Background: an optimization exercise with open tools, aiming at small area, a short achievable clock period and few clock cycles per item. Do not read the settings as production practice.
Only simulation tests tie the RTL to the original design; equivalence was not proved.
Power and IR drop assume default switching activity.

// obs_sio
module obs_sio (
    input  wire         clk,
    input  wire         rst,
    input  wire         cmd_valid,
    input  wire [71:0]  cmd,
    output wire         cmd_ready,
    output reg          rsp_valid,
    output wire [39:0]  rsp,
    output reg          bus_valid,
    output reg          bus_we,
    output reg  [31:0]  bus_addr,
    output wire [31:0]  bus_wdata,
    input  wire         bus_ready,
    input  wire [31:0]  bus_rdata,
    output reg  [161:0] pin_func,
    output reg  [107:0] pin_pull,
    output reg          uart_enable,
    output reg  [1:0]   uart_cntl,
    output reg  [1:0]   uart_lcr,
    output reg  [15:0]  uart_baud
);
For scale: ~3500 cells after synthesis, roughly 1300 flip-flops, about 0.053 mm² of cells after synthesis.
Settings: LEC_CHECK=0, CAP_MARGIN=20, CORE_MARGIN=2, CORE_UTILIZATION=55, CTS_BUF_LIST=sky130_fd_sc_hd__clkbuf_4 sky130_fd_sc_hd__clkbuf_8, SETUP_SLACK_MARGIN=3.8, SLEW_MARGIN=20; clock period 7.0 ns.
standard.sh (not shown) runs the stock make flow with config.mk's settings and CLKGATE_MAP_FILE= SYNTH_SCRIPT=/design/flow/synth_recipe.tcl, a recipe that flattens the netlist after the stock synthesis.
==> flow/flow/run.sh <==
#!/bin/bash
set -euo pipefail
export BUFFER_PORTS_ARGS="-buffer_cell sky130_fd_sc_hd__buf_1"
bash standard.sh > flow_make.log 2>&1
Testbench counts at the start, summed over its fixed seeds: cycles 37,465, commands 12,000.
Change:
Settings changed: ABC_AREA set to 1, CORE_UTILIZATION 55 to 50.
The changed run went through all stages and came out clean.
Fmax grows by 2.9%.
Final area grows by 3.5%.
Cell count grows by 35%.
Via count grows by 19%.
Die area grows by 17%.
Sequential share of layout area shrinks by 2.0 points.
Global-route usage shrinks by 3.6 points.
Clock power grows by about 2%.
Core utilization shrinks by 7.5 points.
Change:
==> flow/flow/run.sh (replaced) <==
#!/bin/bash
set -euo pipefail
export BUFFER_PORTS_ARGS="-buffer_cell sky130_fd_sc_hd__buf_2"
bash standard.sh > flow_make.log 2>&1
Settings changed: ABC_AREA 1 to not set, ABC_CLOCK_PERIOD_IN_PS set to 3500, CORE_UTILIZATION 50 to 35, CTS_BUF_LIST sky130_fd_sc_hd__clkbuf_4 sky130_fd_sc_hd__clkbuf_8 to not set, SETUP_SLACK_MARGIN 3.8 to 3.5.
What happened: Design area is lower by 3.7%; non-clock buffer count is lower by 35; synthesized area is lower by 5.8%; worst setup slack is worse by 360 ps; power is higher by 5.5%; worst hold slack hardly moves; global-route usage is lower by 11 points; combinational power is higher by 5.2%; flip-flop and latch count stays the same; clock skew is higher by 13 ps; wire length is lower by 3.9%.
Change:
Settings changed: ABC_CLOCK_PERIOD_IN_PS 3500 to not set, CORE_UTILIZATION 35 to 50, CTS_BUF_LIST set to sky130_fd_sc_hd__clkbuf_4 sky130_fd_sc_hd__clkbuf_8, SETUP_SLACK_MARGIN 3.5 to 3.8.
After rerunning: The changed run passed the timing, DRC and antenna checks; first-iteration DRC count falls by a few percent; utilization grows by 18 points; fmax goes up by a little under a tenth; sequential share of layout area increases by 0.28 points; clock power is lower by roughly a tenth; wire length shrinks by a few percent; register-to-register slack improves by 190 ps; final area came out lower slightly; critical path depth falls by 2.

========
Starting RTL as in the previous note.
clock: 7.0 ns
lec_check: 0
cap_margin: 20
core_margin: 2
core_utilization: 45
cts_buf_list: sky130_fd_sc_hd__clkbuf_4 sky130_fd_sc_hd__clkbuf_8
setup_slack_margin: 3.9
slew_margin: 20
==> flow/flow/run.sh <==
#!/bin/bash
set -euo pipefail
export BUFFER_PORTS_ARGS="-buffer_cell sky130_fd_sc_hd__buf_1"
bash standard.sh > flow_make.log 2>&1
The first run ran to the end with no violations.
Testbench counts at the start, summed over its fixed seeds: cycles 37,465, commands 12,000.
Next try:
==> flow/flow/run.sh (replaced) <==
#!/bin/bash
set -euo pipefail
export BUFFER_PORTS_ARGS="-buffer_cell sky130_fd_sc_hd__buf_2"
bash standard.sh > flow_make.log 2>&1
--- a/flow/config.mk
+++ b/flow/config.mk
@@ -7,7 +7,8 @@
 export LEC_CHECK = 0
+export ABC_AREA = 1
 export CAP_MARGIN = 20
 export CORE_MARGIN = 2
-export CORE_UTILIZATION = 45
+export CORE_UTILIZATION = 50
 export CTS_BUF_LIST = sky130_fd_sc_hd__clkbuf_4 sky130_fd_sc_hd__clkbuf_8
-export SETUP_SLACK_MARGIN = 3.9
+export SETUP_SLACK_MARGIN = 3.8
 export SLEW_MARGIN = 20
Die area shrinks by 4.4%.
Core utilization went up by 2.8 points.
Cell area hardly moves.
Next try:
--- a/flow/config.mk
+++ b/flow/config.mk
@@ -7,7 +7,6 @@
 export LEC_CHECK = 0
-export ABC_AREA = 1
+export ABC_CLOCK_PERIOD_IN_PS = 1800
 export CAP_MARGIN = 20
 export CORE_MARGIN = 2
-export CORE_UTILIZATION = 50
-export CTS_BUF_LIST = sky130_fd_sc_hd__clkbuf_4 sky130_fd_sc_hd__clkbuf_8
+export CORE_UTILIZATION = 35
 export SETUP_SLACK_MARGIN = 3.8
What happened: The changed run completed with no timing, DRC or antenna violations; routed wire length came out lower by 0.62%; design area is unchanged; sequential share of layout area barely changes; maximum frequency came out lower by 4.3%; die area came out higher by 34%; clock power came out higher by about 13%; clock-buffer cell count came out lower by 106.
Next try:
==> flow/flow/run.sh (replaced) <==
#!/bin/bash
set -euo pipefail
export BUFFER_PORTS_ARGS="-buffer_cell sky130_fd_sc_hd__buf_1"
bash standard.sh > flow_make.log 2>&1
--- a/flow/config.mk
+++ b/flow/config.mk
@@ -7,6 +7,6 @@
 export LEC_CHECK = 0
-export ABC_CLOCK_PERIOD_IN_PS = 1800
 export CAP_MARGIN = 20
 export CORE_MARGIN = 2
-export CORE_UTILIZATION = 35
+export CORE_UTILIZATION = 50
+export CTS_BUF_LIST = sky130_fd_sc_hd__clkbuf_4 sky130_fd_sc_hd__clkbuf_8
 export SETUP_SLACK_MARGIN = 3.8
=>
- non-clock buffer count falls by 16
- via count drops by 1.3%
- synthesized cell count stays the same
- cell count falls by 8.6%
- power falls by 5.8%
- sequential share of layout area went up by 2.5 points

==> separate check: timing with driven ports <==
How much do the figures lean on ideal ports? The routed layouts below were timed once more, with nothing changed but the port constraints.
Step 1 (the two cells are an assumption about what drives the block):
set clk [get_ports {clk}]
set_driving_cell -lib_cell sky130_fd_sc_hd__clkbuf_16 $clk
set_driving_cell -lib_cell sky130_fd_sc_hd__buf_2 [delete_from_list [all_inputs] $clk]
Step 2 times the ports against the registers' clock, not the clock port: input delays grow and output delays shrink by t, the midpoint of the rising clock arrivals with the driver on.
a / b / c = ideal / step 1 / step 2; a / b = the first two.
run | t, ns | setup WS [ns] | worst setup path at the end | worst slew at a driven data input, ns
the first run of note 1 | 0.978 | 3.580 / 3.612 / 2.634 | input to register | 0.14
the second run of note 1 | 0.991 | 3.678 / 3.670 / 2.679 | input to register | 0.18
the third run of note 1 | 0.861 | 3.316 / 3.374 / 2.513 | input to register | 0.24
the fourth run of note 1 | 0.976 | 3.569 / 3.596 / 2.620 | input to register | 0.13
the first run of note 2 | 0.973 | 3.526 / 3.551 / 2.577 | input to register | 0.09
the second run of note 2 | 1.000 | 3.702 / 3.726 / 2.763 | input to register | 0.20
the third run of note 2 | 0.849 | 3.555 / 3.613 / 2.764 | input to register | 0.22
the fourth run of note 2 | 0.948 | 3.605 / 3.649 / 2.701 | input to register | 0.11
After both steps every run listed still meets setup and hold. The setup slack of the second run of note 1, which loses most, moves by -0.008 ns with the drivers and by -0.999 ns with both steps.
